Source: an optimization exercise on an open RTL-to-GDS flow (aim: small area and a short achievable clock period). Production flows keep margins and buffers that such runs may drop. At most, simulation tests tie the RTL to the original design; equivalence was not proved. Power and IR drop assume default switching activity.

==> run a: inputs <==
## sfs
module sfs (
    input  wire        clk,
    input  wire        rst,         
    input  wire        clr,         
    input  wire        in_valid,
    input  wire [7:0]  in_data,
    output wire        in_ready,
    output wire        res_valid,
    output wire [1:0]  res_kind,    
    output wire [31:0] res_idx,
    output wire [15:0] res_x,
    output wire [15:0] res_y,
    output wire [15:0] res_z,
    output wire [31:0] res_ax,
    output wire [31:0] res_ay,
    output wire [31:0] res_az,
    output wire [31:0] res_loss,
    input  wire        cfg_we,
    input  wire [2:0]  cfg_addr,
    input  wire [31:0] cfg_wdata,
    output reg  [31:0] cfg_rdata
);
clock: 12.0 ns
lec_check: 0
cap_margin: 20
core_margin: 2
core_utilization: 40
cts_buf_list: sky130_fd_sc_hd__clkbuf_8
cts_cluster_size: 20
setup_slack_margin: 5
slew_margin: 20
synth_hierarchical: 1
synth_minimum_keep_size: 0
standard.sh (not shown) runs the stock make flow with config.mk's settings and CLKGATE_MAP_FILE= SYNTH_SCRIPT=/design/flow/synth_recipe.tcl, a recipe that flattens the netlist after the stock synthesis.
==> flow/flow/run.sh <==
#!/bin/bash
# Layout flow: the standard ORFS flow (standard.sh, standard synthesis
# unchanged), with these changes to how the layout is made:
#  - the port buffers that buffer_ports adds are the smallest buffer cell
#    (every input and output still gets its own buffer);
#  - clock tree synthesis inserts no dummy loads.
# make's full output goes to standard.log in the folder this runs in; ORFS
# writes each step's own log under orfs/logs.
set -euo pipefail
bash standard.sh \
    "BUFFER_PORTS_ARGS=-buffer_cell sky130_fd_sc_hd__buf_1" \
    SETUP_SLACK_MARGIN=6.6 \
    "CTS_ARGS=-sink_clustering_enable -repair_clock_nets -dont_use_dummy_load -sink_clustering_size 20 -buf_list sky130_fd_sc_hd__clkbuf_8" \
    finish > standard.log 2>&1
==> run b: changes against run a <==
--- a/flow/design.v
+++ b/flow/design.v
@@ -31,13 +31,13 @@
     reg [7:0]  buf0, buf1, buf2, buf3, buf4;    
     reg [31:0] idx;           
     reg        idx_wrap;      
     reg [31:0] loss_run;      
     reg [31:0] loss_total;    
     reg [15:0] scale_num;     
-    assign in_ready = ~(rst | clr);
+    sfs_ready u_ready (.rst(rst), .clr(clr), .ready(in_ready));
     wire accept  = in_valid & ~rst & ~clr;
     wire at_sync = (pos == 3'd0);
     wire is_sync = (in_data == SYNC_VALUE);
     wire at_emit = (pos == 3'd6);
     wire op_sync = accept & at_sync &  is_sync;
     wire op_lost = accept & at_sync & ~is_sync;
@@ -57,89 +57,92 @@
     endfunction
     wire [31:0] idx_t        = chain(idx);
     wire [31:0] loss_run_t   = chain(loss_run);
     wire [31:0] loss_total_t = chain(loss_total);
     wire loss_run_go   = op_lost & ~(&loss_run);
     wire loss_total_go = op_lost & ~(&loss_total);
-    always @(*) begin
-        if (rst) begin
-            cfg_rdata = 32'd0;
-        end else begin
-            case (cfg_addr)
-                REG_SCALE:      cfg_rdata = {16'd0, scale_num};
-                REG_STATUS:     cfg_rdata = {28'd0, idx_wrap, pos};
-                REG_SAMPLE_IDX: cfg_rdata = idx;
-                REG_LOSS_RUN:   cfg_rdata = loss_run;
-                REG_LOSS_TOTAL: cfg_rdata = loss_total;
-                default:        cfg_rdata = 32'd0;
-            endcase
+    wire [31:0] rd_data;
+    sfs_rd5 #(.W(4)) u_rd0 (.addr(cfg_addr), .rst(rst),
+        .v0(scale_num[3:0]), .v1({idx_wrap, pos}), .v2(idx[3:0]),
+        .v3(loss_run[3:0]), .v4(loss_total[3:0]), .y(rd_data[3:0]));
+    genvar gs;
+    generate
+        for (gs = 1; gs < 4; gs = gs + 1) begin : g_rd4
+            sfs_rd4 #(.W(4)) u_rd (.addr(cfg_addr), .rst(rst),
+                .v0(scale_num[4*gs +: 4]), .v2(idx[4*gs +: 4]),
+                .v3(loss_run[4*gs +: 4]), .v4(loss_total[4*gs +: 4]), .y(rd_data[4*gs +: 4]));
+        end
+        for (gs = 4; gs < 8; gs = gs + 1) begin : g_rd3
+            sfs_rd3 #(.W(4)) u_rd (.addr(cfg_addr), .rst(rst),
+                .v2(idx[4*gs +: 4]), .v3(loss_run[4*gs +: 4]), .v4(loss_total[4*gs +: 4]),
+                .y(rd_data[4*gs +: 4]));
         end
-    end
+    endgenerate
+    always @(*) cfg_rdata = rd_data;
     wire run_clear = rst | clr;
     always @(posedge clk) begin
         idx        <= (idx ^ (idx_t & {32{op_emit}})) & {32{~run_clear}};
         idx_wrap   <= (idx_wrap | (op_emit & (&idx))) & ~run_clear;
         loss_run   <= (loss_run ^ (loss_run_t & {32{loss_run_go}})) & {32{~(run_clear | op_emit)}};
         loss_total <= (loss_total ^ (loss_total_t & {32{loss_total_go}})) & {32{~run_clear}};
     end
+    wire [15:0] scale_next = rst ? SCALE_RESET :
+                             (cfg_we && cfg_addr == REG_SCALE) ? cfg_wdata[15:0] : scale_num;
     always @(posedge clk) begin
+        scale_num <= scale_next;
         if (rst) begin
             pos        <= 3'd0;
-            scale_num  <= SCALE_RESET;
         end else begin
             if (clr) begin
                 pos        <= 3'd0;
             end else begin
                 if (op_sync)
                     pos <= 3'd1;
                 if (op_data)
                     pos <= pos + 3'd1;
                 if (op_emit)
                     pos <= 3'd0;
             end
-            if (cfg_we && cfg_addr == REG_SCALE)
-                scale_num <= cfg_wdata[15:0];
         end
     end
     reg [7:0]  d5;            
-    reg [15:0] s_hold;        
     always @(posedge clk) begin
         if (pos == 3'd1) buf0 <= in_data;
         if (pos == 3'd2) buf1 <= in_data;
         if (pos == 3'd3) buf2 <= in_data;
         if (pos == 3'd4) buf3 <= in_data;
         if (pos == 3'd5) buf4 <= in_data;
-        if (at_emit) begin
-            d5     <= in_data;
-            s_hold <= scale_num;
-        end
+        if (at_emit)     d5   <= in_data;
     end
     reg [2:0] k1, k2, k3, k4, k5, k6;
     wire [2:0] k0 = op_emit ? 3'b110 :
                     op_lost ? 3'b101 :
                     accept  ? 3'b100 :
-                    (clr & ~rst) ? 3'b010 : 3'b000;
+                    (clr & ~rst) ? 3'b001 : 3'b000;
     always @(posedge clk) begin
         if (rst) begin
-            k1 <= 3'd0; k2 <= 3'd0; k3 <= 3'd0;
+            k1 <= 3'b001; k2 <= 3'd0; k3 <= 3'd0;
             k4 <= 3'd0; k5 <= 3'd0; k6 <= 3'd0;
         end else begin
             k1 <= k0; k2 <= k1; k3 <= k2;
             k4 <= k3; k5 <= k4; k6 <= k5;
         end
     end
-    wire st1 = k1[2] & k1[1];
-    wire st2 = k2[2] & k2[1];
-    wire st3 = k3[2] & k3[1];
-    wire st4 = k4[2] & k4[1];
-    wire st5 = k5[2] & k5[1];
+    wire st1 = k1[1];
+    wire st2 = k2[1];
+    wire st3 = k3[1];
+    wire st4 = k4[1];
+    wire st5 = k5[1];
+    reg [15:0] s_hold;
+    always @(posedge clk)
+        if (!(op_emit | st1 | st2 | st3 | st4)) s_hold <= scale_next;
     wire        hi     = st1 | st3 | st5;
     wire [7:0]  m_b    = st1 ? buf1 : st2 ? buf2 : st3 ? buf3 :
                          st4 ? buf4 : st5 ? d5 : buf0;
     wire        m_prev = (st1 & buf0[7]) | (st3 & buf2[7]) | (st5 & buf4[7]);
-    wire [15:0] m_s    = (st1 | st2 | st3 | st4 | st5) ? s_hold : scale_num;
+    wire [15:0] m_s    = s_hold;
     reg  [23:0] q;                     
     wire [15:0] m_a    = q[23:8] & {16{hi}};
     wire [23:0] m_o;
     sfs_mac u_mac (.b(m_b), .prev(m_prev), .s(m_s), .a(m_a), .o(m_o));
     reg [7:0]  ax_lo, ay_lo, az_lo;
     reg [23:0] ax_hi, ay_hi;
@@ -159,31 +162,71 @@
         if (st5) az_lo <= q[7:0];
     end
     reg [31:0] r;
     wire [31:0] r_t   = chain(r);
     wire        r_sat = &r;
     wire [31:0] r_inc = (r ^ r_t) | {32{r_sat}};
+    wire        r_zero = k6[1] | (~k6[2] & k6[0]);    
+    wire        r_step = k6[2] & k6[0] & ~r_sat;       
     always @(posedge clk) begin
-        if (rst)
-            r <= 32'd0;
-        else if (op_emit)
+        if (at_emit)
             r <= idx;
         else
-            r <= (r ^ (r_t & {32{k6[0] & ~r_sat}})) & {32{~k6[1]}};
+            r <= (r ^ (r_t & {32{r_step}})) & {32{~r_zero}};
     end
     assign res_valid = k6[2] & ~rst;
     assign res_kind  = k6[1:0];
     assign res_idx   = r;
     assign res_loss  = r_inc;
     assign res_x     = {x1_keep, x0_keep};
     assign res_y     = {y1_keep, y0_keep};
     assign res_z     = {d5, buf4};
     assign res_ax    = {ax_hi, ax_lo};
     assign res_ay    = {ay_hi, ay_lo};
     assign res_az    = {q, az_lo};
 endmodule
+module sfs_ready (input wire rst, input wire clr, output wire ready);
+    assign ready = ~(rst | clr);
+endmodule
+module sfs_rd5 #(parameter W = 4) (
+    input  wire [2:0]   addr,
+    input  wire         rst,
+    input  wire [W-1:0] v0, v1, v2, v3, v4,
+    output wire [W-1:0] y
+);
+    wire s0 = ~rst & (addr == 3'd0);
+    wire s1 = ~rst & (addr == 3'd1);
+    wire s2 = ~rst & (addr == 3'd2);
+    wire s3 = ~rst & (addr == 3'd3);
+    wire s4 = ~rst & (addr == 3'd4);
+    assign y = (v0 & {W{s0}}) | (v1 & {W{s1}}) | (v2 & {W{s2}}) |
+               (v3 & {W{s3}}) | (v4 & {W{s4}});
+endmodule
+module sfs_rd4 #(parameter W = 6) (
+    input  wire [2:0]   addr,
+    input  wire         rst,
+    input  wire [W-1:0] v0, v2, v3, v4,
+    output wire [W-1:0] y
+);
+    wire s0 = ~rst & (addr == 3'd0);
+    wire s2 = ~rst & (addr == 3'd2);
+    wire s3 = ~rst & (addr == 3'd3);
+    wire s4 = ~rst & (addr == 3'd4);
+    assign y = (v0 & {W{s0}}) | (v2 & {W{s2}}) | (v3 & {W{s3}}) | (v4 & {W{s4}});
+endmodule
+module sfs_rd3 #(parameter W = 8) (
+    input  wire [2:0]   addr,
+    input  wire         rst,
+    input  wire [W-1:0] v2, v3, v4,
+    output wire [W-1:0] y
+);
+    wire s2 = ~rst & (addr == 3'd2);
+    wire s3 = ~rst & (addr == 3'd3);
+    wire s4 = ~rst & (addr == 3'd4);
+    assign y = (v2 & {W{s2}}) | (v3 & {W{s3}}) | (v4 & {W{s4}});
+endmodule
 module sfs_mac (
     input  wire [7:0]  b,
     input  wire        prev,
     input  wire [15:0] s,
     input  wire [15:0] a,
     output wire [23:0] o
--- a/flow/flow/run.sh
+++ b/flow/flow/run.sh
@@ -6,9 +6,9 @@
 #  - clock tree synthesis inserts no dummy loads.
 # make's full output goes to standard.log in the folder this runs in; ORFS
 # writes each step's own log under orfs/logs.
 set -euo pipefail
 bash standard.sh \
     "BUFFER_PORTS_ARGS=-buffer_cell sky130_fd_sc_hd__buf_1" \
-    SETUP_SLACK_MARGIN=6.6 \
-    "CTS_ARGS=-sink_clustering_enable -repair_clock_nets -dont_use_dummy_load -sink_clustering_size 20 -buf_list sky130_fd_sc_hd__clkbuf_8" \
+    SETUP_SLACK_MARGIN=6 \
+    "CTS_ARGS=-sink_clustering_enable -repair_clock_nets -dont_use_dummy_load -sink_clustering_size 16 -buf_list sky130_fd_sc_hd__clkbuf_4" \
     finish > standard.log 2>&1
CAP_MARGIN = 10   (was 20)
CORE_UTILIZATION = 65   (was 40)
CTS_BUF_LIST = sky130_fd_sc_hd__clkbuf_4   (was sky130_fd_sc_hd__clkbuf_8)
CTS_CLUSTER_SIZE = 16   (was 20)
PLACE_DENSITY = 0.75   (was unset)
SLEW_MARGIN = 10   (was 20)
==> run c: changes against run a <==
--- a/flow/design.v
+++ b/flow/design.v
@@ -57,89 +57,89 @@
     endfunction
     wire [31:0] idx_t        = chain(idx);
     wire [31:0] loss_run_t   = chain(loss_run);
     wire [31:0] loss_total_t = chain(loss_total);
     wire loss_run_go   = op_lost & ~(&loss_run);
     wire loss_total_go = op_lost & ~(&loss_total);
-    always @(*) begin
-        if (rst) begin
-            cfg_rdata = 32'd0;
-        end else begin
-            case (cfg_addr)
-                REG_SCALE:      cfg_rdata = {16'd0, scale_num};
-                REG_STATUS:     cfg_rdata = {28'd0, idx_wrap, pos};
-                REG_SAMPLE_IDX: cfg_rdata = idx;
-                REG_LOSS_RUN:   cfg_rdata = loss_run;
-                REG_LOSS_TOTAL: cfg_rdata = loss_total;
-                default:        cfg_rdata = 32'd0;
-            endcase
-        end
-    end
+    wire [31:0] rd_data;
+    sfs_rd5 #(.W(4)) u_rd0 (.addr(cfg_addr), .rst(rst),
+        .v0(scale_num[3:0]), .v1({idx_wrap, pos}), .v2(idx[3:0]),
+        .v3(loss_run[3:0]), .v4(loss_total[3:0]), .y(rd_data[3:0]));
+    sfs_rd4 #(.W(6)) u_rd1 (.addr(cfg_addr), .rst(rst),
+        .v0(scale_num[9:4]), .v2(idx[9:4]),
+        .v3(loss_run[9:4]), .v4(loss_total[9:4]), .y(rd_data[9:4]));
+    sfs_rd4 #(.W(6)) u_rd2 (.addr(cfg_addr), .rst(rst),
+        .v0(scale_num[15:10]), .v2(idx[15:10]),
+        .v3(loss_run[15:10]), .v4(loss_total[15:10]), .y(rd_data[15:10]));
+    sfs_rd3 #(.W(8)) u_rd3 (.addr(cfg_addr), .rst(rst),
+        .v2(idx[23:16]), .v3(loss_run[23:16]), .v4(loss_total[23:16]), .y(rd_data[23:16]));
+    sfs_rd3 #(.W(8)) u_rd4 (.addr(cfg_addr), .rst(rst),
+        .v2(idx[31:24]), .v3(loss_run[31:24]), .v4(loss_total[31:24]), .y(rd_data[31:24]));
+    always @(*) cfg_rdata = rd_data;
     wire run_clear = rst | clr;
     always @(posedge clk) begin
         idx        <= (idx ^ (idx_t & {32{op_emit}})) & {32{~run_clear}};
         idx_wrap   <= (idx_wrap | (op_emit & (&idx))) & ~run_clear;
         loss_run   <= (loss_run ^ (loss_run_t & {32{loss_run_go}})) & {32{~(run_clear | op_emit)}};
         loss_total <= (loss_total ^ (loss_total_t & {32{loss_total_go}})) & {32{~run_clear}};
     end
+    wire [15:0] scale_next = rst ? SCALE_RESET :
+                             (cfg_we && cfg_addr == REG_SCALE) ? cfg_wdata[15:0] : scale_num;
     always @(posedge clk) begin
+        scale_num <= scale_next;
         if (rst) begin
             pos        <= 3'd0;
-            scale_num  <= SCALE_RESET;
         end else begin
             if (clr) begin
                 pos        <= 3'd0;
             end else begin
                 if (op_sync)
                     pos <= 3'd1;
                 if (op_data)
                     pos <= pos + 3'd1;
                 if (op_emit)
                     pos <= 3'd0;
             end
-            if (cfg_we && cfg_addr == REG_SCALE)
-                scale_num <= cfg_wdata[15:0];
         end
     end
     reg [7:0]  d5;            
-    reg [15:0] s_hold;        
     always @(posedge clk) begin
         if (pos == 3'd1) buf0 <= in_data;
         if (pos == 3'd2) buf1 <= in_data;
         if (pos == 3'd3) buf2 <= in_data;
         if (pos == 3'd4) buf3 <= in_data;
         if (pos == 3'd5) buf4 <= in_data;
-        if (at_emit) begin
-            d5     <= in_data;
-            s_hold <= scale_num;
-        end
+        if (at_emit)     d5   <= in_data;
     end
     reg [2:0] k1, k2, k3, k4, k5, k6;
     wire [2:0] k0 = op_emit ? 3'b110 :
                     op_lost ? 3'b101 :
                     accept  ? 3'b100 :
-                    (clr & ~rst) ? 3'b010 : 3'b000;
+                    (clr & ~rst) ? 3'b001 : 3'b000;
     always @(posedge clk) begin
         if (rst) begin
             k1 <= 3'd0; k2 <= 3'd0; k3 <= 3'd0;
             k4 <= 3'd0; k5 <= 3'd0; k6 <= 3'd0;
         end else begin
             k1 <= k0; k2 <= k1; k3 <= k2;
             k4 <= k3; k5 <= k4; k6 <= k5;
         end
     end
-    wire st1 = k1[2] & k1[1];
-    wire st2 = k2[2] & k2[1];
-    wire st3 = k3[2] & k3[1];
-    wire st4 = k4[2] & k4[1];
-    wire st5 = k5[2] & k5[1];
+    wire st1 = k1[1];
+    wire st2 = k2[1];
+    wire st3 = k3[1];
+    wire st4 = k4[1];
+    wire st5 = k5[1];
+    reg [15:0] s_hold;
+    always @(posedge clk)
+        if (!(op_emit | st1 | st2 | st3 | st4)) s_hold <= scale_next;
     wire        hi     = st1 | st3 | st5;
     wire [7:0]  m_b    = st1 ? buf1 : st2 ? buf2 : st3 ? buf3 :
                          st4 ? buf4 : st5 ? d5 : buf0;
     wire        m_prev = (st1 & buf0[7]) | (st3 & buf2[7]) | (st5 & buf4[7]);
-    wire [15:0] m_s    = (st1 | st2 | st3 | st4 | st5) ? s_hold : scale_num;
+    wire [15:0] m_s    = s_hold;
     reg  [23:0] q;                     
     wire [15:0] m_a    = q[23:8] & {16{hi}};
     wire [23:0] m_o;
     sfs_mac u_mac (.b(m_b), .prev(m_prev), .s(m_s), .a(m_a), .o(m_o));
     reg [7:0]  ax_lo, ay_lo, az_lo;
     reg [23:0] ax_hi, ay_hi;
@@ -159,31 +159,70 @@
         if (st5) az_lo <= q[7:0];
     end
     reg [31:0] r;
     wire [31:0] r_t   = chain(r);
     wire        r_sat = &r;
     wire [31:0] r_inc = (r ^ r_t) | {32{r_sat}};
+    wire        r_zero = k6[1] | (~k6[2] & k6[0]);    
+    wire        r_step = k6[2] & k6[0] & ~r_sat;       
     always @(posedge clk) begin
         if (rst)
             r <= 32'd0;
-        else if (op_emit)
+        else if (at_emit)
             r <= idx;
         else
-            r <= (r ^ (r_t & {32{k6[0] & ~r_sat}})) & {32{~k6[1]}};
+            r <= (r ^ (r_t & {32{r_step}})) & {32{~r_zero}};
     end
     assign res_valid = k6[2] & ~rst;
     assign res_kind  = k6[1:0];
     assign res_idx   = r;
     assign res_loss  = r_inc;
     assign res_x     = {x1_keep, x0_keep};
     assign res_y     = {y1_keep, y0_keep};
     assign res_z     = {d5, buf4};
     assign res_ax    = {ax_hi, ax_lo};
     assign res_ay    = {ay_hi, ay_lo};
     assign res_az    = {q, az_lo};
 endmodule
+module sfs_rd5 #(parameter W = 4) (
+    input  wire [2:0]   addr,
+    input  wire         rst,
+    input  wire [W-1:0] v0, v1, v2, v3, v4,
+    output wire [W-1:0] y
+);
+    wire s0 = ~rst & (addr == 3'd0);
+    wire s1 = ~rst & (addr == 3'd1);
+    wire s2 = ~rst & (addr == 3'd2);
+    wire s3 = ~rst & (addr == 3'd3);
+    wire s4 = ~rst & (addr == 3'd4);
+    assign y = (v0 & {W{s0}}) | (v1 & {W{s1}}) | (v2 & {W{s2}}) |
+               (v3 & {W{s3}}) | (v4 & {W{s4}});
+endmodule
+module sfs_rd4 #(parameter W = 6) (
+    input  wire [2:0]   addr,
+    input  wire         rst,
+    input  wire [W-1:0] v0, v2, v3, v4,
+    output wire [W-1:0] y
+);
+    wire s0 = ~rst & (addr == 3'd0);
+    wire s2 = ~rst & (addr == 3'd2);
+    wire s3 = ~rst & (addr == 3'd3);
+    wire s4 = ~rst & (addr == 3'd4);
+    assign y = (v0 & {W{s0}}) | (v2 & {W{s2}}) | (v3 & {W{s3}}) | (v4 & {W{s4}});
+endmodule
+module sfs_rd3 #(parameter W = 8) (
+    input  wire [2:0]   addr,
+    input  wire         rst,
+    input  wire [W-1:0] v2, v3, v4,
+    output wire [W-1:0] y
+);
+    wire s2 = ~rst & (addr == 3'd2);
+    wire s3 = ~rst & (addr == 3'd3);
+    wire s4 = ~rst & (addr == 3'd4);
+    assign y = (v2 & {W{s2}}) | (v3 & {W{s3}}) | (v4 & {W{s4}});
+endmodule
 module sfs_mac (
     input  wire [7:0]  b,
     input  wire        prev,
     input  wire [15:0] s,
     input  wire [15:0] a,
     output wire [23:0] o
--- a/flow/flow/run.sh
+++ b/flow/flow/run.sh
@@ -6,9 +6,9 @@
 #  - clock tree synthesis inserts no dummy loads.
 # make's full output goes to standard.log in the folder this runs in; ORFS
 # writes each step's own log under orfs/logs.
 set -euo pipefail
 bash standard.sh \
     "BUFFER_PORTS_ARGS=-buffer_cell sky130_fd_sc_hd__buf_1" \
-    SETUP_SLACK_MARGIN=6.6 \
-    "CTS_ARGS=-sink_clustering_enable -repair_clock_nets -dont_use_dummy_load -sink_clustering_size 20 -buf_list sky130_fd_sc_hd__clkbuf_8" \
+    SETUP_SLACK_MARGIN=6 \
+    "CTS_ARGS=-sink_clustering_enable -repair_clock_nets -dont_use_dummy_load -sink_clustering_size 16 -buf_list sky130_fd_sc_hd__clkbuf_4" \
     finish > standard.log 2>&1
CAP_MARGIN = 10   (was 20)
CORE_UTILIZATION = 65   (was 40)
CTS_BUF_LIST = sky130_fd_sc_hd__clkbuf_4   (was sky130_fd_sc_hd__clkbuf_8)
CTS_CLUSTER_SIZE = 16   (was 20)
PLACE_DENSITY = 0.75   (was unset)
SLEW_MARGIN = 10   (was 20)
==> qor summary <==
metric	run a	run c	run b
NonClk Buf Share	11.38%	7.347%	7.671%
Power density of the placed cells	115.0 mW/mm2	104.2 mW/mm2	104.3 mW/mm2
Detailed Routing Iterations Pass 1	6	6	5
Sequential cell power	1400 uW	1340 uW	1340 uW
Hold_ws	365.4 ps	396.3 ps	393.2 ps
Non-CTS inverters	46	39	40
Die Wd	225.3 um	176.6 um	176.2 um
Cell internal power dissipation	2079 uW	1729 uW	1728 uW
Area added between synthesis and finish	29.27%	13.61%	14.28%
Tot GR Track Use	22.79%	29.58%	29.94%
Sequential share of the synthesized area	45.17%	45.72%	45.93%
Post-synthesis share of cell area spent on full adders, half adders and majority gates	9.836%	9.956%	10.00%
Run status	timing/DRC/antenna clean	timing/DRC/antenna clean	timing/DRC/antenna clean
Number of global-route vias before repair	15715	14381	14304
Drt total wl	59450 um	47000 um	48710 um
GR Layer Usage met3	4.707%	5.254%	4.264%
Max frequency	165.0 MHz	167.4 MHz	165.3 MHz
Post-Syn Area per Cell	10.62 um2	10.87 um2	11.04 um2
Max layer used	met4	met4	met5
Standard-cell rows	81	63	63
Final Cell Area	0.02532 mm2	0.02199 mm2	0.02202 mm2
Post-synth design cell area	0.01959 mm2	0.01935 mm2	0.01927 mm2
Layout cells sized above 1	25.51%	14.24%	14.19%
Final nets	2408	2295	2260
Global-route wire length before repair	89660 um	73450 um	74250 um
Clock network share of area	3.316%	3.005%	2.966%
Only the layout flow was run in run b; the RTL was not checked for function there.

port drivers added, routing unchanged:
The flow's constraints put no driver on any port. The routed layouts listed below were extracted and timed again, unchanged, in two steps. Step 1 (the two cells are an assumption about what drives the block):
set clk [get_ports {clk}]
set_driving_cell -lib_cell sky130_fd_sc_hd__clkbuf_16 $clk
set_driving_cell -lib_cell sky130_fd_sc_hd__buf_2 [delete_from_list [all_inputs] $clk]
Step 2 times the ports against the registers' clock, not the clock port: input delays grow and output delays shrink by t, the midpoint of the rising clock arrivals with the driver on. Slacks: no drivers / after step 1 / after step 2; pairs: no drivers / after step 1.
run	shift t [ns]	slack for setup (ns)	hold slack, ns	worst register clock-pin slew, ns
run a	0.684	5.938 / 5.876 / 5.876	0.365 / 0.365 / 0.365	0.07 / 0.07
run b	0.724	5.949 / 5.927 / 5.927	0.393 / 0.393 / 0.393	0.07 / 0.07
run c	0.717	6.026 / 6.005 / 6.005	0.396 / 0.396 / 0.396	0.07 / 0.07
After both steps setup and hold are still met in every run listed. The setup slack of run a, which loses most, moves by -0.062 ns with the drivers and by -0.062 ns with both steps.
